Context: an optimization exercise on an open-source flow, tuned for small area and a short achievable clock period. The choices shown serve that exercise and are no tape-out recipe.
At most, simulation tests tie the RTL to the original design; equivalence was not proved.
No functional check of the RTL was part of run 1.
In every run shown here, the design's own scripts or RTL, not TritonCTS, make the clock network.
The clock port is modelled as an ideal driver, which makes a skipped or thinned clock tree look cheaper than it is; a real chip needs a root buffer or a tree.
Power is estimated from default activity; no workload was simulated.

[flow/design.v]
module crc16_tab (
    input  wire [7:0]  x,
    output wire [15:0] t
);
    wire a = x[0] ^ x[4];
    wire b = x[1] ^ x[5];
    wire c = x[2] ^ x[6];
    wire d = x[3] ^ x[7];
    assign t = {d, c, b, a ^ x[7], x[6], x[5], x[4], d,
                c ^ x[7], b ^ x[6], a ^ x[5], x[4], d, c, b, a};
endmodule
module crc16_step (
    input  wire [15:0] crc_in,
    input  wire [7:0]  data,
    output wire [15:0] crc_out
);
    wire [15:0] t;
    crc16_tab u_tab (.x(crc_in[15:8] ^ data), .t(t));
    assign crc_out = t ^ {crc_in[7:0], 8'h00};
endmodule
module crc_link (
    input  wire        clk,
    input  wire        rst,
    input  wire        op_valid,
    input  wire [3:0]  op_code,
    input  wire [7:0]  op_arg,
    input  wire        tick,
    output wire [5:0]  stat,          
    output wire [2:0]  op_status,
    output reg  [15:0] crc,
    output reg  [2:0]  rx_err,
    output reg  [7:0]  rx_len,
    output wire [15:0] rx_crc_calc,
    output wire [15:0] rx_crc_recv,
    output wire        txm_re,
    output wire [7:0]  txm_addr,
    input  wire [7:0]  txm_rdata,
    output wire        rxm_we,
    output wire [8:0]  rxm_addr,
    output wire [7:0]  rxm_wdata,
    output wire        txd,
    input  wire        rxd
);
    wire op_crc_init = op_valid && (op_code == 4'h1);
    wire op_crc_byte = op_valid && (op_code == 4'h2);
    wire op_tx_frame = op_valid && (op_code == 4'h4);
    wire op_rx_start = op_valid && (op_code == 4'h5);
    wire [15:0] crc_next;
    crc16_step u_hcrc (.crc_in(crc), .data(op_arg), .crc_out(crc_next));
    always @(posedge clk) begin
        if (rst || op_crc_init)
            crc <= 16'h0000;
        else if (op_crc_byte)
            crc <= crc_next;
    end
    reg [2:0]  tph;
    reg        tx_busy;   
    reg [7:0]  txlen;
    reg [7:0]  ta;
    reg [15:0] tcrc;
    reg [3:0]  ts;
    reg [2:0]  tbc;
    reg [8:0]  tsr;       
    reg        pay_end;   
    reg        tre;
    wire ts_idle  = (ts == 4'd9);
    wire ts_fetch = (ts == 4'd14);
    wire ts_start = (ts == 4'd15);
    wire tstep    = !ts_idle && !ts_fetch && (tbc == 3'd0);
    wire in_pay   = (tph == 3'd3) && !pay_end;
    assign txm_re   = tre;
    assign txm_addr = ta;
    assign txd      = tsr[0];
    wire [7:0] tbits  = tsr[8:1];
    wire       tbit   = tbits[tbc];
    wire       crc_on = ts_start && (((tph == 3'd3) && (ta != 8'h00)) || (tph == 3'd4));
    wire       tfb    = tcrc[15] ^ tbit;
    wire       tcfb   = crc_on && tfb;
    reg [7:0] tbyte;
    always @* begin
        case (tph)
            3'd1:    tbyte = 8'h02;
            3'd2:    tbyte = txlen;
            3'd3:    tbyte = pay_end ? tcrc[15:8] : txm_rdata;
            3'd4:    tbyte = tcrc[15:8];
            default: tbyte = 8'h03;
        endcase
    end
    always @(posedge clk) begin
        if (rst) begin
            tph     <= 3'd0;
            tx_busy <= 1'b0;
        end else if (!tx_busy) begin
            if (op_tx_frame) begin
                tph     <= 3'd1;
                tx_busy <= 1'b1;
            end
        end else if (ts_idle) begin
            if (tph == 3'd6) begin
                tph     <= 3'd0;
                tx_busy <= 1'b0;
            end
        end else if (ts_fetch && !in_pay) begin
            tph <= tph + 3'd1;
        end
        if (!tx_busy) begin
            txlen <= op_arg;
            ta    <= 8'h00;
        end else if (ts_fetch && in_pay) begin
            ta <= ta + 8'd1;
        end
        if (crc_on || !tph[2] && !(tph[1] && tph[0]))
            tcrc <= {tcrc[14:12], tcrc[11] ^ tcfb, tcrc[10:5], tcrc[4] ^ tcfb,
                     tcrc[3:0], tcfb};
        pay_end <= (ta == txlen);
        tre <= !rst && (tph == 3'd3) && !pay_end && (ts == 4'd8) && (tbc == 3'd0);
    end
    always @(posedge clk) begin
        if (rst) begin
            ts <= 4'd9;
        end else if (ts_idle) begin
            if (tx_busy && tph != 3'd6)
                ts <= 4'd14;
        end else if (ts_fetch || tbc == 3'd0) begin
            ts <= ts + 4'd1;
        end
        tbc <= ts_fetch ? 3'd7 : tbc - 3'd1;
        if (ts_fetch)
            tsr[8:1] <= tbyte;
        else if (tstep)
            tsr[8:1] <= {1'b1, tsr[8:2]};
        if (rst)
            tsr[0] <= 1'b1;
        else if (ts_fetch)
            tsr[0] <= 1'b0;
        else if (tstep)
            tsr[0] <= tsr[1];
    end
    reg       rxd_m, rxd_s;
    reg [3:0] rn;       
    reg [3:0] rb;
    reg [7:0] rdat;
    reg       push, ferr;
    always @(posedge clk) begin
        rxd_m <= rxd || rst;
        rxd_s <= rxd_m || rst;
        if (rst) begin
            rn   <= 4'd0;
            push <= 1'b0;
            ferr <= 1'b0;
        end else begin
            push <= 1'b0;
            ferr <= 1'b0;
            if (rn == 4'd0) begin
                if (!rxd_s) begin
                    rn <= 4'd1;
                    rb <= 4'd11;
                end
            end else if (rb != 4'd0) begin
                rb <= rb - 4'd1;
            end else if (rn != 4'd9) begin
                rdat <= {rxd_s, rdat[7:1]};
                rn   <= rn + 4'd1;
                rb   <= 4'd7;
            end else begin
                push <= rxd_s;
                ferr <= !rxd_s;
                rn   <= 4'd0;
            end
        end
    end
    reg [7:0] f0, f1, f2, f3, f4, f5, f6;
    reg [7:0] fdout;
    reg [3:0] fc;
    wire fifo_ne   = !fc[3];
    wire fifo_full = (fc == 4'd7);
    wire do_push   = push && !fifo_full;
    wire fifo_pop;
    wire [63:0] fsel  = {f6, f5, f4, f3, f2, f1, f0, rdat};
    wire [7:0]  fnext = fc[3] ? rdat : fsel[fc[2:0]*8 +: 8];   
    wire [3:0]  fc_d  = rst ? 4'hF : fc + {3'b000, do_push} - {3'b000, fifo_pop};
    always @(posedge clk) begin
        if (do_push) begin
            f0 <= rdat; f1 <= f0; f2 <= f1; f3 <= f2;
            f4 <= f3;   f5 <= f4; f6 <= f5;
        end
        if (fifo_pop || (push && !fifo_ne))
            fdout <= fnext;
        fc <= fc_d;
    end
    reg ferr_flag, ovr_flag, opst;
    reg rx_busy, rx_done;
    wire rx_start = op_rx_start && !rx_busy;
    wire ferr_d = !rst && (ferr || (ferr_flag && !rx_start));
    wire ovr_d  = !rst && ((push && fifo_full) || (ovr_flag && !rx_start));
    always @(posedge clk) begin
        ferr_flag <= ferr_d;
        ovr_flag  <= ovr_d;
        if (rst)
            opst <= 1'b0;
        else if (op_tx_frame)
            opst <= tx_busy;
        else if (op_rx_start)
            opst <= rx_busy;
    end
    assign op_status = {2'b00, opst};
    localparam D_H0 = 3'd0, D_H1 = 3'd1, D_PAY = 3'd2, D_CH = 3'd3,
               D_CL = 3'd4, D_END = 3'd5;
    reg [2:0]  dph;         
    reg [8:0]  rxcnt;
    reg [6:0]  rxtimer;     
    reg [15:0] rcrc;
    reg        f02;
    reg [7:0]  prev1, prev2;
    reg        take;        
    reg        crc_shown;
    reg        crc_match;   
    wire link_err = ferr_flag || ovr_flag;
    assign fifo_pop = take;
    wire [15:0] rtab;
    crc16_tab u_rtab (.x((rcrc[15:8] ^ fdout) & {8{dph == D_PAY}}), .t(rtab));
    wire [15:0] rcrc_next = rtab ^ {rcrc[7:0], 8'h00};
    reg pay_last;
    wire bad_hdr  = take && (dph == D_H1) && !f02;
    wire at_end   = take && (dph == D_END);
    wire timeout  = tick && (rxtimer == 7'h34);
    wire fin      = link_err || bad_hdr || at_end || timeout;
    wire busy_d   = !rst && (rx_busy ? !fin : op_rx_start);
    always @(posedge clk) begin
        rx_busy <= busy_d;
        take    <= busy_d && !ferr_d && !ovr_d && !fc_d[3];
        if (rst) begin
            rx_done <= 1'b0;
            rx_len  <= 8'h00;
            rx_err  <= 3'd0;
        end else if (!rx_busy) begin
            if (op_rx_start) begin
                rx_done <= 1'b0;
                rx_len  <= 8'h00;
                rx_err  <= 3'd0;
            end
        end else begin
            if (fin)
                rx_done <= 1'b1;
            if (link_err)
                rx_err <= 3'd1;
            else if (bad_hdr)
                rx_err <= 3'd3;
            else if (at_end)
                rx_err <= (fdout != 8'h03) ? 3'd5 : crc_match ? 3'd0 : 3'd4;
            else if (timeout)
                rx_err <= 3'd2;
            if (take && dph == D_H1 && f02)
                rx_len <= fdout;
        end
        if (rst || rx_start)
            crc_shown <= 1'b0;
        else if (at_end && fdout == 8'h03)
            crc_shown <= 1'b1;
        if (!rx_busy) begin
            rxcnt   <= 9'd0;
            dph     <= D_H0;
            rxtimer <= 7'h7F;
        end else begin
            if (tick)
                rxtimer <= {rxtimer[5:0], rxtimer[6] ^ rxtimer[5]};
            if (take) begin
                rxcnt <= rxcnt + 9'd1;
                pay_last <= (dph == D_H1) ? (fdout == 8'h01) : (rxcnt[7:0] == rx_len);
                if (dph != D_END) begin
                    prev1 <= fdout;
                    prev2 <= prev1;
                end
                case (dph)
                    D_H0: begin
                        f02  <= (fdout == 8'h02);
                        rcrc <= rcrc_next;
                        dph  <= D_H1;
                    end
                    D_H1: begin
                        rcrc <= rcrc_next;
                        dph  <= (fdout == 8'h00) ? D_CH : D_PAY;
                    end
                    D_PAY: begin
                        rcrc <= rcrc_next;
                        if (pay_last)
                            dph <= D_CH;
                    end
                    D_CH: begin
                        crc_match <= (fdout == rcrc[15:8]);
                        dph <= D_CL;
                    end
                    D_CL: begin
                        crc_match <= crc_match && (fdout == rcrc[7:0]);
                        dph <= D_END;
                    end
                    default: ;
                endcase
            end
        end
    end
    assign rx_crc_calc = crc_shown ? rcrc : 16'h0000;
    assign rx_crc_recv = crc_shown ? {prev2, prev1} : 16'h0000;
    assign rxm_we    = take;
    assign rxm_addr  = rxcnt;
    assign rxm_wdata = fdout;
    assign stat = {ovr_flag, ferr_flag, fifo_ne, rx_done, rx_busy, tx_busy};
endmodule
[flow/flow/run.sh]
#!/bin/bash
# Layout: the standard ORFS flow (standard.sh), with these changes passed
# to ORFS through the environment:
#  - the port buffers that buffer_ports inserts during global placement are
#    sky130_fd_sc_hd__buf_1 (timing repair still resizes them as needed)
#    instead of the flow's default pick, clkdlybuf4s50_1;
#  - the clock tree is built by flow/pre_cts.tcl (ORFS's PRE_CTS_TCL hook):
#    two levels of clkbuf_16 in place of TritonCTS's three.
# The whole make output goes to standard_flow.log; ORFS keeps each step's
# own log under orfs/logs/.
set -euo pipefail
cd "$(dirname "$0")/.."
export BUFFER_PORTS_ARGS="-buffer_cell sky130_fd_sc_hd__buf_1"
export PRE_CTS_TCL="$PWD/flow/pre_cts.tcl"
bash standard.sh finish > standard_flow.log 2>&1
[flow/flow/manual_cts.tcl]
# Clock tree built by hand, in place of TritonCTS: the clock port drives
# one root clkbuf_16, which drives one leaf clkbuf_16 per cluster of about
# CTS_LEAF_SINKS flip-flops (k-means on their placed positions); each leaf
# buffer drives its cluster's clock pins. All leaves hang off the one root
# net, so every register's clock goes through the same two buffers.
proc manual_cts_build {} {
  set db [ord::get_db]
  set block [ord::get_db_block]
  set clk_net [$block findNet clk]
  set rootc sky130_fd_sc_hd__clkbuf_16
  set leafc sky130_fd_sc_hd__clkbuf_16
  if { [info exists ::env(CTS_ROOT_CELL)] } { set rootc $::env(CTS_ROOT_CELL) }
  if { [info exists ::env(CTS_LEAF_CELL)] } { set leafc $::env(CTS_LEAF_CELL) }
  set rootm [$db findMaster $rootc]
  set leafm [$db findMaster $leafc]
  set rout [expr {[string match *inv* $rootc] ? "Y" : "X"}]
  set lout [expr {[string match *inv* $leafc] ? "Y" : "X"}]
  set per 28
  if { [info exists ::env(CTS_LEAF_SINKS)] } { set per $::env(CTS_LEAF_SINKS) }

  set sinks {}
  foreach it [$clk_net getITerms] {
    set inst [$it getInst]
    set b [$inst getBBox]
    lappend sinks [list $it [expr {([$b xMin] + [$b xMax]) / 2.0}] [expr {([$b yMin] + [$b yMax]) / 2.0}]]
  }
  set n [llength $sinks]
  set k [expr {int(ceil(double($n) / $per))}]
  if { $k < 1 } { set k 1 }
  puts "manual_cts: $n sinks, $k leaf buffers"

  # k-means, seeded along the sinks sorted by x then y
  set sorted [lsort -real -index 1 $sinks]
  set cx {}; set cy {}
  for {set c 0} {$c < $k} {incr c} {
    set s [lindex $sorted [expr {int(($c + 0.5) * $n / $k)}]]
    lappend cx [lindex $s 1]; lappend cy [lindex $s 2]
  }
  for {set iter 0} {$iter < 40} {incr iter} {
    set sx [lrepeat $k 0.0]; set sy [lrepeat $k 0.0]; set cnt [lrepeat $k 0]
    set assign {}
    foreach s $sinks {
      set best 0; set bd 1e30
      for {set c 0} {$c < $k} {incr c} {
        set dx [expr {[lindex $s 1] - [lindex $cx $c]}]
        set dy [expr {[lindex $s 2] - [lindex $cy $c]}]
        set d [expr {abs($dx) + abs($dy)}]
        if { $d < $bd } { set bd $d; set best $c }
      }
      lappend assign $best
      lset sx $best [expr {[lindex $sx $best] + [lindex $s 1]}]
      lset sy $best [expr {[lindex $sy $best] + [lindex $s 2]}]
      lset cnt $best [expr {[lindex $cnt $best] + 1}]
    }
    for {set c 0} {$c < $k} {incr c} {
      if { [lindex $cnt $c] > 0 } {
        lset cx $c [expr {[lindex $sx $c] / [lindex $cnt $c]}]
        lset cy $c [expr {[lindex $sy $c] / [lindex $cnt $c]}]
      }
    }
  }

  # root buffers: the leaf buffers split into nroot groups by x, each
  # group driven by one root buffer at its centre
  set nroot 1
  if { [info exists ::env(CTS_ROOTS)] } { set nroot $::env(CTS_ROOTS) }
  set order [lsort -real -index 1 [lmap c [lsearch -all $cx *] {list $c [lindex $cx $c] [lindex $cy $c]}]]
  set leafnets [lrepeat $k {}]
  for {set r 0} {$r < $nroot} {incr r} {
    set lo [expr {$r * $k / $nroot}]
    set hi [expr {($r + 1) * $k / $nroot}]
    set grp [lrange $order $lo [expr {$hi - 1}]]
    set rx 0.0; set ry 0.0
    foreach g $grp { set rx [expr {$rx + [lindex $g 1]}]; set ry [expr {$ry + [lindex $g 2]}] }
    set rx [expr {int($rx / [llength $grp])}]; set ry [expr {int($ry / [llength $grp])}]
    set root [odb::dbInst_create $block $rootm clkbuf_root_$r]
    $root setLocation $rx $ry
    $root setPlacementStatus PLACED
    set rnet [odb::dbNet_create $block clknet_root_$r]
    $rnet setSigType CLOCK
    [$root findITerm A] connect $clk_net
    [$root findITerm $rout] connect $rnet
    foreach g $grp {
      set c [lindex $g 0]
      set leaf [odb::dbInst_create $block $leafm clkbuf_leaf_$c]
      $leaf setLocation [expr {int([lindex $cx $c])}] [expr {int([lindex $cy $c])}]
      $leaf setPlacementStatus PLACED
      set lnet [odb::dbNet_create $block clknet_leaf_$c]
      $lnet setSigType CLOCK
      [$leaf findITerm A] connect $rnet
      [$leaf findITerm $lout] connect $lnet
      lset leafnets $c $lnet
    }
  }
  set i 0
  foreach s $sinks {
    set it [lindex $s 0]
    set c [lindex $assign $i]
    $it disconnect
    $it connect [lindex $leafnets $c]
    incr i
  }
  $clk_net setSigType CLOCK
  puts "manual_cts: cluster sizes [lsort -integer $cnt]"
}
[flow/flow/pre_cts.tcl]
# ORFS PRE_CTS hook: build the clock tree by hand (manual_cts.tcl) with four
# root clkbuf_16 on the clock port, each driving the leaf clkbuf_16 of about
# a quarter of the die, and one leaf per cluster of about 28 flip-flops.
# TritonCTS's clock_tree_synthesis then has nothing left to do, so it is
# replaced by a no-op; the rest of ORFS's cts step (placement legalization,
# timing repair) runs as usual.
set ::env(CTS_ROOTS) 4
set ::env(CTS_LEAF_SINKS) 28
source [file join [file dirname [info script]] manual_cts.tcl]
manual_cts_build
set_propagated_clock [all_clocks]
proc clock_tree_synthesis { args } {
  puts "clock_tree_synthesis skipped: the clock tree was built by pre_cts.tcl"
}
[flow/standard.sh]
#!/bin/bash
# synth_recipe.tcl (not shown) runs the flow's synth.tcl, then flattens the netlist and writes it again
# the make line also repeats each setting of config.mk as NAME=value (left out here)
make -C /OpenROAD-flow-scripts/flow DESIGN_CONFIG=/design/flow/config.mk WORK_HOME=/design/flow/orfs CLKGATE_MAP_FILE= SYNTH_SCRIPT=/design/flow/synth_recipe.tcl "${@:-finish}"
[flow/config.mk]
export PLATFORM = sky130hd
export DESIGN_NAME = crc_link
export DESIGN_NICKNAME = crc_link
export VERILOG_FILES = /design/flow/design.v
export SDC_FILE = /design/flow/constraint.sdc
export NUM_CORES = 4
export LEC_CHECK = 0
export ABC_CLOCK_PERIOD_IN_PS = 2000
export CAP_MARGIN = 20
export CORE_MARGIN = 2
export CORE_UTILIZATION = 65
export SETUP_SLACK_MARGIN = 2.4
export SLEW_MARGIN = 20
[flow/constraint.sdc]
create_clock -name core_clock -period 4.5 [get_ports {clk}]
set_input_delay 0.9000 -clock core_clock [delete_from_list [all_inputs] [get_ports {clk}]]
set_output_delay 0.9000 -clock core_clock [all_outputs]
set_load 0.01 [all_outputs]
==> results of run 1 <==
[kinds of logic (layout without fill, tap and decap cells)]
| group | Yosys count | after routing | share of synthesized area |
|---|---|---|---|
| other | 1 | 2 | 0.0003630 |
| and+or+nand+nor | 283 | 283 | 0.1398 |
| adders and majority gates | 25 | 25 | 0.03100 |
| buffers and inverters | 75 | 182 | 0.03258 |
| DFF | 230 | 230 | 0.5842 |
| muxes | 43 | 43 | 0.06443 |
| xor gates and xnor gates | 95 | 95 | 0.08054 |
| AOI/OAI and AO/OA | 106 | 106 | 0.06710 |
[power by group through the flow]
stage	registers (mW)	clock network, mW	logic (mW)
floorplan	2.31	0	0.113
global placement	2.31	0	0.140
detailed placement	2.31	0	0.145
CTS	2.26	1.12	0.147
global route	2.27	1.17	0.164
finish	2.27	1.10	0.148
[worst paths after layout]
kind / start / end / slack (ns) / depth (start not counted)
worst max register to register: fc[3] / take / 2.46 / 12
worst min register to register: tbc[0] / tbc[0] / 0.40 / 1
worst min-delay path: tbc[0] / tbc[0] / 0.40 / 1
worst max-delay path: crc_shown / rx_crc_calc[11] / 2.44 / 3
[area by class of cell]
type                    count  area (µm²)
plain buffers              13       325.3
repair inverters            1       7.507
fillers                  1113        4219
multi-input cells         554        4091
repair buffers            134       618.1
inverters                  34       135.1
flip-flops and latches    230        6046
well taps                 216       270.3
[metal layers]
layer | vias to the layer above | global-route usage
met4 | 0 | 0.05250
met1 | 3331 | 0.3469
li1 | 3258 | -
met5 | - | 0
met2 | 159 | 0.3794
met3 | 31 | 0.01230
[registers in the layout (all words and copies together), names as in the netlist, 7 cells and up]
register  flops
f6            8
f2            8
rcrc         16
crc          16
fdout         8
tsr           9
rx_len        8
f0            8
ta            8
rxcnt         9
f1            8
f3            8
txlen         8
rxtimer       7
f5            8
prev2         8
tcrc         16
rdat          8
prev1         8
f4            8
[timing repair]
action / CTS / global route
gates resized for setup: 16 / 9
setup endpoints to repair: 163 / 89
pin swaps: 1 / 1
setup buffers: 4 / 7
cloned: 1 / 0
[synthesized netlist by cell type (6+ instances only)]
cell type,count,area share
mux4_2,18,0.039
a21oi_1,34,0.016
ha_1,24,0.029
nor3_1,13,0.0063
a211oi_1,10,0.0073
buf_2,6,0.0029
and3_1,10,0.0061
edfxtp_1,143,0.42
and2_1,41,0.025
inv_1,31,0.011
o21ai_0,20,0.0097
xor2_1,33,0.028
mux2_2,8,0.0087
clkbuf_1,23,0.0084
mux2i_1,17,0.016
or2_2,6,0.0036
nor2_1,61,0.022
nand4_1,14,0.0085
o21a_1,8,0.0058
xnor2_1,62,0.053
nand2_1,70,0.025
buf_4,10,0.0073
nand3_1,32,0.016
dfxtp_1,87,0.17
[stage by stage]
step                      hold slack (ns)  setup slack, ns    util  std cells
after global placement             0.3638            2.030  0.6957       1157
final                              0.3981            2.440  0.7315       1182
after floorplan                    0.3579            2.386       -        859
after detailed placement           0.3734            1.858  0.6959       1157
after global routing               0.4105            2.365  0.7315       1182
after CTS                          0.3992            2.361  0.7240       1175
[worst max-delay path, cell delays in order, from the launching register on]
cell     delay (ns)
dfxtp_4        0.38
buf_6          0.15
and2_1         0.14
buf_1          0.15
[placed cells by master (no fill, tap or decap), types with 4 or more instances in the layout]
master and count:
mux2i_1 17, a22o_1 5, a21oi_1 33, ha_1 21, inv_1 27, o211ai_1 4, mux4_2 18, a211oi_1 9
nor3_1 11, nor4_1 5, o21ai_0 20, edfxtp_1 143, dfxtp_1 83, xor2_1 33, a221o_1 5, nand3b_1 4
nand4_1 14, xnor2_1 62, and2_1 41, buf_12 4, or2_2 5, mux2_2 8, buf_4 11, nand2_1 69
and3_1 10, o21a_1 8, nor2_1 60, buf_1 117, nand3_1 30, clkbuf_16 13, or3_1 5
==> flow_summary.toml, run 1 <==
[drt]
avgViaCountPerCell = 5.735
drt_wl_total_mm = 20.64
vias = 6779
wl_met1_mm = 9.569
route.met2.wl_mm = 9.789
antenna_left = 0
wl_per_cell_um = 17.46
drtIter0Drc = 453
met3_length_um = 770
drc = 0
routed.top_layer = "met4"
drt-pass1-iter-count = 5

[cells_and_area]
final_area_um2 = 11490
syn2layout_area_growth_pct = 11.25
nets = 1018
antennaDiodeCount = 0
drive_gt1_frac = 0.09834

[cts]
insertion_delay_ns = 0.32
clkTransAtPathRegs_ns = 0.11
hold_buffers = 0

[synthesis]
syn_inst = 858
ys_ff_latch = 230
synth-edff-count = 143
yosys_warnings = 1
synth_seq_area_share = 0.5842
synth_area_per_cell_um2 = 12.04
synth_area_um2 = 10330
async_flop_share = 0
yosysUniqueCellTypes = 61
dominantRegCellSynth = "edfxtp_1"

[timing]
fin_setup_tns_ns = 0
grt_setup_unrepaired = "true"
hold_viol_final = 0
final_max_slew_viol_count = 0
skew_ns = 0.04698
fin_crit_sh = 0.4577
period_minus_slack_ns = 2.060
relSlewSlack = 0.4890
fmax_ghz = 0.4855
worst_pin_slew_ns = 0.7656
setup_viol = 0

[grt]
grt_max_degree = 34
overflow = 0
antenna_found_initial = 0
grt_pass1_wl_mm = 31.76
grt_pass1_vias = 6309
grt_use_total = 0.2313

[setup_path]
crit_path_end_kind = "output pin"
cp.arrival_ns = 1.16
critPathMaxFanout = 16
required_ns = 3.60
crit_path_start_kind = "flip-flop"
crit_type = "flip-flop to output pin"

[placed_design]
place_area_um2 = 10930
hpwlAfterDp_mm = 14.27
place.gp.congestion = 0.9087
portBuffers = 118

[power_and_ir_drop]
switching_power_mw = 0.6801
finalPower_mw = 3.512
clockPowerShare = 0.313
power_frac_seq = 0.645
ir_drop_mv = 0.3376
power_per_cell_area_nw_per_um2 = 305.6
power.internal_mw = 2.832
p_leak_nw = 3.937
combPwrFrac = 0.042
sw_frac_of_total = 0.1937

[floorplanning]
core_um2 = 15710
num_rows = 46
die_y_um = 130.1
die_x_um = 130.1
die_area_um2 = 16920
initial_utilization = 0.6575
pin_count = 121

[min_path]
hp-class = "flip-flop to flip-flop"

[run_status]
status = "finished clean"

[job]
cap_violations = 0
==> run 2: changes to the inputs <==
--- a/flow/design.v
+++ b/flow/design.v
@@ -211,7 +211,8 @@
     reg [6:0]  rxtimer;     
-    reg [15:0] rcrc;
+    reg [15:0] rcrc_n;      
+    wire [15:0] rcrc = ~rcrc_n;
     reg        f02;
-    reg [7:0]  prev1, prev2;
+    reg [7:0]  prev1_n, prev2_n;    
     reg        take;        
-    reg        crc_shown;
+    reg        crc_hide;    
     reg        crc_match;   
@@ -256,5 +257,5 @@
         if (rst || rx_start)
-            crc_shown <= 1'b0;
+            crc_hide <= 1'b1;
         else if (at_end && fdout == 8'h03)
-            crc_shown <= 1'b1;
+            crc_hide <= 1'b0;
         if (!rx_busy) begin
@@ -270,4 +271,4 @@
                 if (dph != D_END) begin
-                    prev1 <= fdout;
-                    prev2 <= prev1;
+                    prev1_n <= ~fdout;
+                    prev2_n <= prev1_n;
                 end
@@ -276,3 +277,3 @@
                         f02  <= (fdout == 8'h02);
-                        rcrc <= rcrc_next;
+                        rcrc_n <= ~rcrc_next;
                         dph  <= D_H1;
@@ -280,3 +281,3 @@
                     D_H1: begin
-                        rcrc <= rcrc_next;
+                        rcrc_n <= ~rcrc_next;
                         dph  <= (fdout == 8'h00) ? D_CH : D_PAY;
@@ -284,3 +285,3 @@
                     D_PAY: begin
-                        rcrc <= rcrc_next;
+                        rcrc_n <= ~rcrc_next;
                         if (pay_last)
@@ -301,4 +302,4 @@
     end
-    assign rx_crc_calc = crc_shown ? rcrc : 16'h0000;
-    assign rx_crc_recv = crc_shown ? {prev2, prev1} : 16'h0000;
+    assign rx_crc_calc = ~(rcrc_n | {16{crc_hide}});
+    assign rx_crc_recv = ~({prev2_n, prev1_n} | {16{crc_hide}});
     assign rxm_we    = take;
--- a/flow/config.mk
+++ b/flow/config.mk
@@ -11,3 +11,3 @@
 export CORE_UTILIZATION = 65
-export SETUP_SLACK_MARGIN = 2.4
+export SETUP_SLACK_MARGIN = 2.5
 export SLEW_MARGIN = 20
==> flow_summary.toml, run 2 <==
[run_status]
status = "finished clean"

[setup_path]
crit_path_end_kind = "output pin"
critPathMaxFanout = 17
crit_path_start_kind = "flip-flop"
cp.arrival_ns = 1.11
ff2ff_path_depth = 6
crit_type = "flip-flop to output pin"
reg2reg_slack_ns = 2.50
required_ns = 3.60

[cells_and_area]
mostFrequentLayoutCells = "143 x edfxtp_1, 93 x nand2_1, 90 x buf_1, 77 x dfxtp_1, 72 x xnor2_1"
nets = 1063
layout.cells.non_filler = 1227
antennaDiodeCount = 0
final_common_cell = "edfxtp_1"
drive_gt1_frac = 0.1761
syn2layout_area_growth_pct = 14.61
top_regs = "crc (16), rcrc_n (16), tcrc (16)"

[timing]
grt_setup_unrepaired = "true"
holdWs_ns = 0.4194
skew_ns = 0.04460
worst_pin_slew_ns = 0.5599
fmax_ghz = 0.4983
fin_setup_tns_ns = 0
hold_viol_final = 0
relSlewSlack = 0.6259
period_minus_slack_ns = 2.007
final_max_slew_viol_count = 0
fin_crit_sh = 0.4459
setup_viol = 0
timing.final.ws_setup_ns = 2.493

[synthesis]
synth_most_common_cell = "edfxtp_1"
syn_inst = 886
synth_top_area_cell = "edfxtp_1"
synth_seq_area_share = 0.5815
dominantRegCellSynth = "edfxtp_1"
synth_area_um2 = 10380
synth-edff-count = 143
ys_top_cells_by_count = "143 x edfxtp_1, 95 x nand2_1, 87 x dfxtp_1"
yosys_warnings = 1
ys_ff_latch = 230
synth_area_per_cell_um2 = 11.72
netlist.area_leader.share = 0.4137
async_flop_share = 0
synth.area.top_cells = "edfxtp_1 41%, dfxtp_1 17%, xnor2_1 6.2%"
yosysUniqueCellTypes = 68

[placed_design]
dpl_worst_slack_ns = 1.645
hpwlAfterDp_mm = 14.47
portBuffers = 118
place_inst = 1174
place.gp.congestion = 0.8930

[floorplanning]
die_area_um2 = 17000
initial_utilization = 0.6582
core_um2 = 15770
die_y_um = 130.4
die_x_um = 130.4
num_rows = 46
pin_count = 121

[grt]
grt_max_degree = 36
grt_use_total = 0.2440
grt_pass1_vias = 6433
grt_pass1_wl_mm = 33.38
antenna_found_initial = 0
overflow = 0

[power_and_ir_drop]
p_leak_nw = 4.081
ir_drop_mv = 0.2998
finalPower_mw = 3.501
power_per_cell_area_nw_per_um2 = 294.3

[drt]
drc = 0
vias = 7054
antenna_left = 0
avgViaCountPerCell = 5.749
drt_wl_total_mm = 21.70
wl_per_cell_um = 17.69
drt-pass1-iter-count = 5
drtIter0Drc = 482

[min_path]
hp-class = "flip-flop to flip-flop"
min_path_cells = 1

[cts]
clkTransAtPathRegs_ns = 0.10
insertion_delay_ns = 0.33

[job]
cap_violations = 0
==> run 2: layer usage <==
| metal | vias up | global-route usage | wire length (µm) |
|---|---|---|---|
| li1 | 3362 | - | - |
| met1 | 3449 | 0.3639 | 9687 |
| met2 | 218 | 0.4087 | 10620 |
| met3 | 25 | 0.01669 | 999 |
| met4 | 0 | 0.04068 | 394 |
| met5 | - | 0 | 0 |
==> run 2: worst paths after layout <==
kind	from	end
max	crc_hide	rx_crc_recv[7]
min	rxd_m	rxd_s
max reg2reg	ta[0]	tcrc[15]
min reg2reg	rxd_m	rxd_s
==> run 2: critical path: stages (launching register included) <==
cell     delay, ns
dfxtp_4       0.36
buf_12        0.15
nor2_1        0.12
buf_1         0.18
==> run 2: power breakdown <==
part / switching [mW] / total, mW / leakage [nW] / internal, mW
Sequential: 0.0234 / 2.26 / 1.99 / 2.23
Combinational: 0.0791 / 0.147 / 1.93 / 0.0680
Clock: 0.576 / 1.10 / 0.160 / 0.521
Total: 0.678 / 3.50 / 4.08 / 2.82
==> run 2: area by class of cell <==
cell class | instances | area [µm²]
flip-flops and latches | 230 | 6066
multi-input cells | 567 | 4204
fillers | 1075 | 3874
repair buffers | 159 | 859.6
plain buffers | 13 | 325.3
well taps | 216 | 270.3
inverters | 41 | 163.9
repair inverters | 1 | 7.507
==> run 2: cells by family after synthesis <==
| family | count (synthesis) | share of synthesized area |
|---|---|---|
| mux | 42 | 0.06437 |
| xor+xnor | 96 | 0.08100 |
| fa+ha+maj | 25 | 0.03086 |
| compound gates | 104 | 0.06521 |
| flops | 230 | 0.5815 |
| simple gates | 297 | 0.1379 |
| other cells | 1 | 0.0003613 |
| buf+inv | 91 | 0.03881 |
==> run 2: timing repair <==
action / 4_1_cts / 5_1_grt
buffers inserted: 18 / 20
cloned: 2 / 0
setup endpoints to repair: 204 / 83
gates resized for setup: 28 / 73
hold buffers: 0 / 0
pin swaps: 4 / 13
==> run 2: per-stage QoR <==
stage               cell area (µm²)    util
global placement              10970  0.6957
detailed placement            10970  0.6957
finish                        11900  0.7544
CTS                           11560  0.7332
floorplan                     10540       -
global route                  11900  0.7544
==> run 3: changes to the inputs <==
--- a/flow/flow/pre_cts.tcl
+++ b/flow/flow/pre_cts.tcl
@@ -7,3 +7,3 @@
 set ::env(CTS_ROOTS) 4
-set ::env(CTS_LEAF_SINKS) 28
+set ::env(CTS_LEAF_SINKS) 24
 source [file join [file dirname [info script]] manual_cts.tcl]
--- a/flow/config.mk
+++ b/flow/config.mk
@@ -11,3 +11,3 @@
 export CORE_UTILIZATION = 65
-export SETUP_SLACK_MARGIN = 2.5
+export SETUP_SLACK_MARGIN = 2.4
 export SLEW_MARGIN = 20
==> flow_summary.toml, run 3 <==
[run_status]
status = "finished clean"

[setup_path]
critPathMaxFanout = 8
required_ns = 4.55
slowest_delay_ns = 0.45
crit_path_start_kind = "flip-flop"
crit_path_end_kind = "flip-flop"
crit_type = "flip-flop to flip-flop"
cp.arrival_ns = 2.08
crit_chain = "inv_1 > ha_1 > or4b_1 > o41ai_2 > a21oi_1 > or2_4"
crit_slowest_cell = "or4b_1"

[timing]
grt_setup_unrepaired = "true"
worst_pin_slew_ns = 0.6474
skew_ns = 0.04615
holdWs_ns = 0.4246
hold_viol_final = 0
fmax_ghz = 0.4945
period_minus_slack_ns = 2.022
timing.final.ws_setup_ns = 2.478
fin_setup_tns_ns = 0
relSlewSlack = 0.5658
fin_crit_sh = 0.4494
setup_viol = 0
final_max_slew_viol_count = 0

[placed_design]
hpwlAfterDp_mm = 14.28
place_area_um2 = 10940
place.gp.congestion = 0.9231
place_inst = 1175
dpl_worst_slack_ns = 1.903
portBuffers = 118

[grt]
grt_max_degree = 36
overflow = 0
grt_pass1_vias = 6285
antenna_found_initial = 0
grt_pass1_wl_mm = 32.51
grt_use_total = 0.2356

[synthesis]
synth_area_per_cell_um2 = 11.72
yosys_warnings = 1
ys_top_cells_by_count = "143 x edfxtp_1, 95 x nand2_1, 87 x dfxtp_1"
yosysUniqueCellTypes = 68
netlist.area_leader.share = 0.4137
synth.area.top_cells = "edfxtp_1 41%, dfxtp_1 17%, xnor2_1 6.2%"
async_flop_share = 0
syn_inst = 886
synth_seq_area_share = 0.5815
synth-edff-count = 143
ys_ff_latch = 230
dominantRegCellSynth = "edfxtp_1"
synth_most_common_cell = "edfxtp_1"
synth_top_area_cell = "edfxtp_1"
synth_area_um2 = 10380

[power_and_ir_drop]
power_per_cell_area_nw_per_um2 = 305.0
finalPower_mw = 3.541
p_leak_nw = 3.871
ir_drop_mv = 0.2214

[floorplanning]
core_um2 = 15770
die_area_um2 = 17000
num_rows = 46
die_y_um = 130.4
pin_count = 121
die_x_um = 130.4
initial_utilization = 0.6582

[drt]
drtIter0Drc = 491
vias = 6880
wl_per_cell_um = 17.16
drt-pass1-iter-count = 5
antenna_left = 0
avgViaCountPerCell = 5.691
drt_wl_total_mm = 20.74
drc = 0

[cts]
insertion_delay_ns = 0.31
clkTransAtPathRegs_ns = 0.08
hold_buffers = 0

[cells_and_area]
drive_gt1_frac = 0.1108
fillers = 1108
syn2layout_area_growth_pct = 11.85
antennaDiodeCount = 0
top_regs = "crc (16), rcrc_n (16), tcrc (16)"
post-route-util = 0.7362
final_common_cell = "edfxtp_1"
final-seq-area_um2 = 6057
layout.cells.non_filler = 1209
nets = 1045
multiInputGateArea_um2 = 4080
final_area_um2 = 11610
mostFrequentLayoutCells = "143 x edfxtp_1, 116 x buf_1, 94 x nand2_1, 80 x dfxtp_1, 77 x nor2_1"

[min_path]
hp-class = "flip-flop to flip-flop"

[job]
cap_violations = 0
-- run 3: cell counts after synthesis --
No cell type changed its count.
-- run 3: repair_timing --
item	in CTS	in global routing
gates cloned	1	2
setup buffers	5	12
pin swaps	0	5
resized for setup	23	16
endpoints found under the setup margin	181	52
-- run 3: report_power, final --
part	switching, mW	internal (mW)	leakage [nW]
combinational	0.0744	0.0666	1.71
clock	0.582	0.559	0.173
sequential	0.0233	2.24	1.99
-- run 3: worst max-delay path: cells and delay by family, from the launching register on --
kind,cells,cell delay (ns)
simple gates,2,0.76
compound gates,2,0.46
flops,1,0.38
buf+inv,1,0.08
fa+ha+maj,1,0.13
-- run 3: path summary, 6_finish.rpt --
| path | start | to | slack [ns] | depth (start not counted) |
|---|---|---|---|---|
| max | ta[0] | tcrc[13] | 2.48 | 6 |
| min | tcrc[5] | tcrc[6] | 0.42 | 0 |
| max reg2reg | ta[0] | tcrc[13] | 2.48 | 6 |
| min reg2reg | tcrc[5] | tcrc[6] | 0.42 | 0 |
-- run 3: area by class of cell --
class | count | share of cell area
flip-flops and latches | 230 | 0.5217
multi-input cells | 567 | 0.3514
repair buffers | 140 | 0.05863
plain buffers | 14 | 0.03018
well taps | 216 | 0.02328
inverters | 41 | 0.01412
repair inverters | 1 | 0.0006466
-- run 3: logic make-up after synthesis --
logic type / Yosys count / share of synthesized area
AND/OR/NAND/NOR: 297 / 0.1379
multiplexers: 42 / 0.06437
buffers and inverters: 91 / 0.03881
XOR/XNOR: 96 / 0.08100
other: 1 / 0.0003613
adder cells (fa/ha/maj): 25 / 0.03086
flip-flops: 230 / 0.5815
AO/OA/AOI/OAI: 104 / 0.06521
-- run 3: metal layers --
metal,vias up,part of all wire,GRT usage
met5,-,0,0
li1,3322,-,-
met1,3356,0.46,0.3580
met2,179,0.48,0.3908
met4,0,0.015,0.03692
met3,23,0.039,0.01303
==> run 4: changes to the inputs <==
--- a/flow/flow/pre_cts.tcl
+++ b/flow/flow/pre_cts.tcl
@@ -7,3 +7,3 @@
 set ::env(CTS_ROOTS) 4
-set ::env(CTS_LEAF_SINKS) 24
+set ::env(CTS_LEAF_SINKS) 28
 source [file join [file dirname [info script]] manual_cts.tcl]
--- a/flow/config.mk
+++ b/flow/config.mk
@@ -10,3 +10,3 @@
 export CORE_MARGIN = 2
-export CORE_UTILIZATION = 65
+export CORE_UTILIZATION = 58
 export SETUP_SLACK_MARGIN = 2.4
==> flow_summary.toml, run 4 <==
[placed_design]
hpwlAfterDp_mm = 14.52
place.gp.congestion = 0.9547
portBuffers = 118
place_inst = 1184
place_area_um2 = 10950

[synthesis]
yosys_warnings = 1
netlist.area_leader.share = 0.4137
synthAdderAreaFrac = 0.03086
synth_top_area_cell = "edfxtp_1"
ys_ff_latch = 230
synth_top_family_by_area = "simple AND/OR/NAND/NOR gates"
synth_seq_area_share = 0.5815
synth_area_per_cell_um2 = 11.72
synth_area_um2 = 10380
synthSimpleGateAreaFrac = 0.1379
yosysUniqueCellTypes = 68
async_flop_share = 0
synth_most_common_cell = "edfxtp_1"
syn_inst = 886
ys_top_cells_by_count = "143 x edfxtp_1, 95 x nand2_1, 87 x dfxtp_1"
dominantRegCellSynth = "edfxtp_1"
synth_compound_area_frac = 0.06521
synthXorXnorAreaFrac = 0.08100
synth_mux_area_frac = 0.06437
synth.area.top_cells = "edfxtp_1 41%, dfxtp_1 17%, xnor2_1 6.2%"
synth-edff-count = 143

[power_and_ir_drop]
ir_drop_mv = 0.2897
power.internal_mw = 2.824
power_frac_seq = 0.647
combPwrFrac = 0.041
p_leak_nw = 3.813
clockPowerShare = 0.312
power_per_cell_area_nw_per_um2 = 302.9
sw_frac_of_total = 0.1915
switching_power_mw = 0.6687

[min_path]
hp-start = "rxd_m"
hp-class = "flip-flop to flip-flop"

[setup_path]
critPathMaxFanout = 33
cp_top_family = "flip-flops"
cp-startpoint = "crc_hide"
cp.arrival_ns = 1.16
r2r-start = "fc[3]"
crit_chain = "nor2_1 > buf_1"
crit_path_start_kind = "flip-flop"
path_buf_inv = 1
crit_type = "flip-flop to output pin"
crit_slowest_cell = "dfxtp_4"
slowest_delay_ns = 0.57
required_ns = 3.60
crit_path_end_kind = "output pin"

[timing]
fin_crit_sh = 0.4581
period_minus_slack_ns = 2.061
fin_setup_tns_ns = 0
worst_pin_slew_ns = 0.6159
setup_viol = 0
grt_setup_unrepaired = "true"
relSlewSlack = 0.5869
skew_ns = 0.04587
fmax_ghz = 0.4851
final_max_slew_viol_count = 0
hold_viol_final = 0

[floorplanning]
die_x_um = 137.8
num_rows = 48
die_area_um2 = 18980
die_y_um = 137.8
initial_utilization = 0.5960
core_um2 = 17420
pin_count = 121

[cells_and_area]
fillers = 1339
syn2layout_area_growth_pct = 11.10
mostFrequentLayoutCells = "143 x edfxtp_1, 117 x buf_1, 94 x nand2_1, 80 x dfxtp_1, 77 x nor2_1"
top_regs = "crc (16), rcrc_n (16), tcrc (16)"
antennaDiodeCount = 0
post-route-util = 0.6621
drive_gt1_frac = 0.1016
final_common_cell = "edfxtp_1"
final_area_um2 = 11530
layout.cells.non_filler = 1209
nets = 1036

[drt]
drc = 0
drt-pass1-iter-count = 5
wl_per_cell_um = 17.28
antenna_left = 0
drt_wl_total_mm = 20.89
avgViaCountPerCell = 5.620
drtIter0Drc = 429
vias = 6794

[grt]
grtUsageMet3 = 0.01692
grtUsageMet2 = 0.3505
antenna_found_initial = 0
grt_pass1_vias = 6446
grt_use_total = 0.2148
grt_pass1_wl_mm = 32.98
overflow = 0
grt_max_degree = 36
grt_util_met1 = 0.3175
top_usage_layer = "met2"

[job]
cap_violations = 0

[cts]
clkTransAtPathRegs_ns = 0.11
insertion_delay_ns = 0.31
hold_buffers = 0

[run_status]
status = "finished clean"
-- run 4: final cells by class --
cell class | count | area [µm²] | area share
Multi-Input combinational cell | 567 | 4098 | 0.3553
Tap cell | 225 | 281.5 | 0.02441
Inverter | 41 | 161.4 | 0.01400
Timing Repair Buffer | 132 | 604.3 | 0.05240
Buffer | 13 | 325.3 | 0.02821
Sequential cell | 230 | 6055 | 0.5250
Timing Repair inverter | 1 | 7.507 | 0.0006510
-- run 4: cells by family (layout without fill, tap and decap cells) --
kind of cell | after synthesis | in the layout
multiplexers | 42 | 42
other | 1 | 2
XOR/XNOR | 96 | 96
AND/OR/NAND/NOR | 297 | 298
AO/OA/AOI/OAI | 104 | 104
adder cells (fa/ha/maj) | 25 | 25
flip-flops | 230 | 230
buffers and inverters | 91 | 187
-- run 4: path summary, 6_finish.rpt --
| path | cells after the start | endpoint | slack, ns |
|---|---|---|---|
| setup / recovery | 2 | rx_crc_calc[15] | 2.44 |
| hold / removal | 1 | rxd_s | 0.42 |
| setup reg to reg | 12 | take | 2.49 |
| hold reg to reg | 1 | rxd_s | 0.42 |
-- run 4: power groups by stage --
| stage | sequential, mW | combinational, mW | clock (mW) |
|---|---|---|---|
| 2_1_floorplan | 2.30 | 0.111 | 0 |
| 3_3_place_gp | 2.31 | 0.136 | 0 |
| 3_5_place_dp | 2.31 | 0.141 | 0 |
| 4_1_cts | 2.26 | 0.143 | 1.12 |
| 5_1_grt | 2.26 | 0.160 | 1.19 |
| 6_report | 2.26 | 0.143 | 1.09 |
-- run 4: metrics by stage --
step / setup WS, ns / hold slack (ns) / power, mW
global placement: 2.022 / 0.3934 / 2.445
detailed placement: 1.898 / 0.4002 / 2.451
floorplan: 2.375 / 0.3895 / 2.414
CTS: 2.402 / 0.4259 / 3.526
finish: 2.439 / 0.4224 / 3.493
global route: 2.283 / 0.4388 / 3.611
-- run 4: timing repair --
action / in CTS / in global routing
pin swaps: 0 / 3
gates resized for setup: 24 / 13
hold endpoints to repair: 0 / 0
cloned: 1 / 2
endpoints found under the setup margin: 199 / 68
setup buffers: 3 / 6
-- run 4: metal layers --
layer / vias to the layer above / part of all wire
met2: 168 / 0.46
met4: 0 / 0.023
met1: 3283 / 0.47
li1: 3316 / -
met5: - / 0
met3: 27 / 0.046
==> run 5: changes to the inputs <==
--- a/flow/config.mk
+++ b/flow/config.mk
@@ -10,3 +10,3 @@
 export CORE_MARGIN = 2
-export CORE_UTILIZATION = 58
+export CORE_UTILIZATION = 70
 export SETUP_SLACK_MARGIN = 2.4
==> flow_summary.toml, run 5 <==
[run_status]
status = "finished clean"

[min_path]
hp-class = "flip-flop to flip-flop"
hp-start = "rxd_m"

[synthesis]
ys_top_cells_by_count = "143 x edfxtp_1, 95 x nand2_1, 87 x dfxtp_1"
yosysUniqueCellTypes = 68
synth_seq_area_share = 0.5815
synth.area.top_cells = "edfxtp_1 41%, dfxtp_1 17%, xnor2_1 6.2%"
synth_area_per_cell_um2 = 11.72
synth_area_um2 = 10380
syn_inst = 886
async_flop_share = 0
dominantRegCellSynth = "edfxtp_1"
netlist.area_leader.share = 0.4137
synth_top_area_cell = "edfxtp_1"
ys_ff_latch = 230
yosys_warnings = 1
synth_most_common_cell = "edfxtp_1"
synth-edff-count = 143

[floorplanning]
die_area_um2 = 15820
die_y_um = 125.8
die_x_um = 125.8
num_rows = 44
initial_utilization = 0.7142
core_um2 = 14530
pin_count = 121

[job]
cap_violations = 0

[setup_path]
required_ns = 4.56
crit_slowest_cell = "or4b_1"
cp.arrival_ns = 2.10
crit_chain = "inv_1 > ha_1 > or4b_1 > o41ai_2 > a21oi_1 > or2_4"
crit_type = "flip-flop to flip-flop"
path_buf_inv = 1
slowest_delay_ns = 0.45
crit_path_end_kind = "flip-flop"
cp-startpoint = "ta[0]"
critPathMaxFanout = 8
r2r-start = "ta[0]"
crit_path_start_kind = "flip-flop"
cp_top_family = "simple AND/OR/NAND/NOR gates"

[placed_design]
dpl_worst_slack_ns = 1.721
portBuffers = 118
place.gp.congestion = 0.8993
hpwlAfterDp_mm = 14.64

[drt]
wl_per_cell_um = 17.62
drt_wl_total_mm = 20.60
avgViaCountPerCell = 5.950
drt-pass1-iter-count = 5
antenna_left = 0
drc = 0
drtIter0Drc = 519
vias = 6955

[cells_and_area]
post-route-util = 0.7891
syn2layout_area_growth_pct = 10.49
nets = 1037
mostFrequentLayoutCells = "143 x edfxtp_1, 117 x buf_1, 94 x nand2_1, 81 x dfxtp_1, 77 x nor2_1"
drive_gt1_frac = 0.1025
top_regs = "crc (16), rcrc_n (16), tcrc (16)"
antennaDiodeCount = 0
fillers = 915
final_common_cell = "edfxtp_1"

[grt]
antenna_found_initial = 0
overflow = 0
grt_max_degree = 36
grt_use_total = 0.2525
grt_pass1_wl_mm = 33.33
grt_pass1_vias = 6636

[power_and_ir_drop]
ir_drop_mv = 0.2812
power_per_cell_area_nw_per_um2 = 304.5
p_leak_nw = 3.821

[timing]
fmax_ghz = 0.4905
period_minus_slack_ns = 2.039
hold_viol_final = 0
timing.final.ws_setup_ns = 2.461
setup_viol = 0
final_max_slew_viol_count = 0
grt_setup_unrepaired = "true"
worst_pin_slew_ns = 0.5724
skew_ns = 0.03701
fin_crit_sh = 0.4530
relSlewSlack = 0.6176
fin_setup_tns_ns = 0

[cts]
hold_buffers = 0
clkTransAtPathRegs_ns = 0.10
insertion_delay_ns = 0.31
==> run 5: routing by layer <==
metal  global-route usage  wire length (µm)  vias up  share of wire
met1               0.3639              9086     3377           0.44
met4              0.04654               403        0          0.020
met3              0.02167              1093       37          0.053
li1                     -                 -     3315              -
met5                    0                 0        -              0
met2               0.4318             10010      226           0.49
==> run 5: logic make-up (layout without fill, tap and decap cells) <==
family                   Yosys count  after routing  share of synthesized area
AND/OR/NAND/NOR                  297            298                     0.1379
flip-flops                       230            230                     0.5815
AO/OA/AOI/OAI                    104            104                    0.06521
XOR/XNOR                          96             96                    0.08100
buffers and inverters             91            188                    0.03881
multiplexers                      42             42                    0.06437
adder cells (fa/ha/maj)           25             25                    0.03086
other                              1              2                  0.0003613
==> run 5: power by group <==
group	leakage (nW)	switching [mW]	internal, mW
registers	1.99	0.0237	2.24
logic	1.67	0.0794	0.0670
clock network	0.160	0.566	0.520
total	3.82	0.669	2.82
==> run 5: path summary, 6_finish.rpt <==
kind / slack (ns) / cells after the start / end
worst max-delay path: 2.46 / 6 / tcrc[2]
worst max register to register: 2.46 / 6 / tcrc[2]
worst min-delay path: 0.42 / 1 / rxd_s
worst min register to register: 0.42 / 1 / rxd_s
==> run 5: timing repair <==
action	CTS	global route
buffers inserted	5	5
pin swaps	0	5
gates resized for setup	23	11
endpoints found under the setup margin	167	49
gates cloned	1	1
==> run 5: layout make-up <==
class,instances,area [µm²],share of cell area
sequential,230,6051,0.5276
tap,184,230.2,0.02007
timing repair inverter,1,7.507,0.0006546
buffer,13,325.3,0.02837
timing repair buffer,133,581.8,0.05073
multi-input combinational,567,4109,0.3583
inverter,41,163.9,0.01429
==> run 5: metrics by stage <==
step	total power [mW]	cells	hold slack (ns)	instance area, µm²
finish	3.492	1169	0.4173	11470
global route	3.601	1169	0.4300	11470
CTS	3.511	1163	0.4233	11370
detailed placement	2.454	1144	0.3990	10910
global placement	2.442	1144	0.3914	10910
floorplan	2.414	887	0.3895	10500
==> run 6: changes to the inputs <==
--- a/flow/config.mk
+++ b/flow/config.mk
@@ -10,3 +10,3 @@
 export CORE_MARGIN = 2
-export CORE_UTILIZATION = 70
+export CORE_UTILIZATION = 65
 export SETUP_SLACK_MARGIN = 2.4
==> flow_summary.toml, run 6 <==
[timing]
hold_viol_final = 0
relSlewSlack = 0.5677
fmax_ghz = 0.4905
period_minus_slack_ns = 2.039
grt_setup_unrepaired = "true"
setup_viol = 0
fin_setup_tns_ns = 0
final_max_slew_viol_count = 0
worst_pin_slew_ns = 0.6445
skew_ns = 0.02153
fin_crit_sh = 0.4530

[synthesis]
synth-edff-count = 143
synth_area_per_cell_um2 = 11.72
dominantRegCellSynth = "edfxtp_1"
synth_seq_area_share = 0.5815
ys_top_cells_by_count = "143 x edfxtp_1, 95 x nand2_1, 87 x dfxtp_1"
synth_top_area_cell = "edfxtp_1"
yosysUniqueCellTypes = 68
async_flop_share = 0
netlist.area_leader.share = 0.4137
yosys_warnings = 1
syn_inst = 886
synth_most_common_cell = "edfxtp_1"
synth.area.top_cells = "edfxtp_1 41%, dfxtp_1 17%, xnor2_1 6.2%"
synth_area_um2 = 10380
ys_ff_latch = 230

[grt]
antenna_found_initial = 0
grt_use_total = 0.2343
grt_pass1_wl_mm = 32.37
overflow = 0
grt_pass1_vias = 6286
grt_max_degree = 36

[floorplanning]
num_rows = 46
pin_count = 121
die_area_um2 = 17000
core_um2 = 15770
die_x_um = 130.4
initial_utilization = 0.6582
die_y_um = 130.4

[power_and_ir_drop]
power_per_cell_area_nw_per_um2 = 301.5
p_leak_nw = 3.865
ir_drop_mv = 0.2272

[min_path]
hp-class = "flip-flop to flip-flop"
min_path_cells = 0
holdPathEnd = "tcrc[6]"
hp-start = "tcrc[5]"

[cells_and_area]
syn2layout_area_growth_pct = 11.69
fillers = 1104
final-seq-area_um2 = 6056
drive_gt1_frac = 0.1093
final_common_cell = "edfxtp_1"
mostFrequentLayoutCells = "143 x edfxtp_1, 116 x buf_1, 94 x nand2_1, 79 x dfxtp_1, 77 x nor2_1"
top_regs = "crc (16), rcrc_n (16), tcrc (16)"
layout.cells.non_filler = 1204
nets = 1040
antennaDiodeCount = 0
multiInputGateArea_um2 = 4120

[setup_path]
reg2reg_slack_ns = 2.46
critPathMaxFanout = 8
crit_type = "flip-flop to flip-flop"
cp.arrival_ns = 2.10
r2r-start = "ta[0]"
worst_r2r_endpoint = "tcrc[13]"
required_ns = 4.56
crit_path_end_kind = "flip-flop"
crit_path_start_kind = "flip-flop"
ff2ff_path_depth = 6

[placed_design]
place_inst = 1175
place.gp.congestion = 0.9231
portBuffers = 118
hpwlAfterDp_mm = 14.28

[drt]
vias = 6863
drt-pass1-iter-count = 5
drc = 0
avgViaCountPerCell = 5.700
wl_per_cell_um = 17.13
drt_wl_total_mm = 20.63
drtIter0Drc = 557
antenna_left = 0

[cts]
insertion_delay_ns = 0.31
hold_buffers = 0
clkTransAtPathRegs_ns = 0.10

[job]
cap_violations = 0

[run_status]
status = "finished clean"
==> run 6: cell counts after synthesis <==
Identical to the previous run, type by type.
==> run 6: cell families (layout without fill, tap and decap cells) <==
logic type | Yosys count | in the layout | synth area share
simple gates | 297 | 298 | 0.1379
flops | 230 | 230 | 0.5815
compound gates | 104 | 104 | 0.06521
xor+xnor | 96 | 96 | 0.08100
buf+inv | 91 | 191 | 0.03881
mux | 42 | 42 | 0.06437
fa+ha+maj | 25 | 25 | 0.03086
other cells | 1 | 2 | 0.0003613
==> run 6: repair_timing <==
action,in CTS,in global routing
endpoints found under the setup margin,183,56
pin swaps,0,5
gates cloned,1,2
resized for setup,23,21
setup buffers,4,9
==> run 6: worst max-delay path, stage by stage (launching register included) <==
cell     delay (ns)
dfxtp_1        0.39
inv_1          0.08
ha_1           0.13
or4b_1         0.48
o41ai_4        0.28
a21oi_2        0.13
or2_4          0.30
==> run 6: how the worst max path moves through the flow <==
stage          cells past startpoint        end        from
2_1_floorplan                      4  rcrc_n[0]     rx_busy
3_3_place_gp                       5     crc[5]  op_code[3]
4_1_cts                            4  rx_err[2]         rst
6_report                           6   tcrc[13]       ta[0]
5_1_grt                           12       take       fc[3]
3_5_place_dp                       5     crc[0]  op_code[3]
==> run 6: cell type report <==
cell class,instances,share of cell area
Buffer,13,0.02806
Inverter,41,0.01414
Multi-Input combinational cell,567,0.3554
Sequential cell,230,0.5223
Tap cell,216,0.02331
Timing Repair Buffer,136,0.05612
Timing Repair inverter,1,0.0006475
==> run 6: report_power, final <==
group / total (mW) / switching (mW) / internal (mW)
clock network: 1.09 / 0.574 / 0.521
registers: 2.26 / 0.0231 / 2.24
logic: 0.141 / 0.0746 / 0.0666
total: 3.49 / 0.672 / 2.82
==> run 6: routing by layer <==
metal,track usage,vias to the layer above,part of all wire
met4,0.04005,0,0.019
met5,0,-,0
met1,0.3556,3355,0.47
met2,0.3859,162,0.47
li1,-,3316,-
met3,0.01507,30,0.034
==> run 6: stage by stage <==
step / setup WS, ns / utilization / instance area [µm²] / hold slack, ns / power (mW)
floorplan: 2.375 / - / 10500 / 0.3895 / 2.414
global placement: 2.040 / 0.6940 / 10940 / 0.3929 / 2.443
detailed placement: 1.903 / 0.6940 / 10940 / 0.4028 / 2.447
CTS: 2.394 / 0.7229 / 11400 / 0.4259 / 3.518
global route: 2.382 / 0.7352 / 11590 / 0.4360 / 3.605
finish: 2.461 / 0.7352 / 11590 / 0.4279 / 3.495

what the ideal ports hide:
The flow's constraints put no driver on any port. The routed layouts listed below were extracted and timed again, unchanged, in two steps.
Step 1: set_driving_cell puts a clkbuf_16 on clk and a buf_2 on each other input, an assumption about the parent block.
Step 2, shift: input delay + t, output delay - t, t = (earliest + latest rising clock arrival at the registers) / 2. This alone moves slack from input paths to output paths.
Three values: ideal, step 1, step 2; two values: the first two.
run | t, ns | setup slack, ns | worst hold slack (ns) | worst data-port slew with drivers (ns) | cell pins on the clock port's net
run 1 | 0.370 | 2.440 / 2.362 / 2.150 | 0.398 / 0.398 / 0.398 | 0.04 | 4
run 2 | 0.387 | 2.493 / 2.411 / 2.201 | 0.419 / 0.419 / 0.419 | 0.07 | 4
run 3 | 0.375 | 2.478 / 2.398 / 2.188 | 0.425 / 0.425 / 0.425 | 0.04 | 4
run 4 | 0.374 | 2.439 / 2.354 / 2.207 | 0.422 / 0.422 / 0.422 | 0.05 | 4
run 5 | 0.370 | 2.461 / 2.413 / 2.209 | 0.417 / 0.417 / 0.417 | 0.03 | 4
run 6 | 0.380 | 2.461 / 2.383 / 2.177 | 0.428 / 0.428 / 0.428 | 0.05 | 4
After both steps setup and hold are still met in every run listed. The setup slack of run 2, which loses most, moves by -0.082 ns with the drivers and by -0.292 ns with both steps.
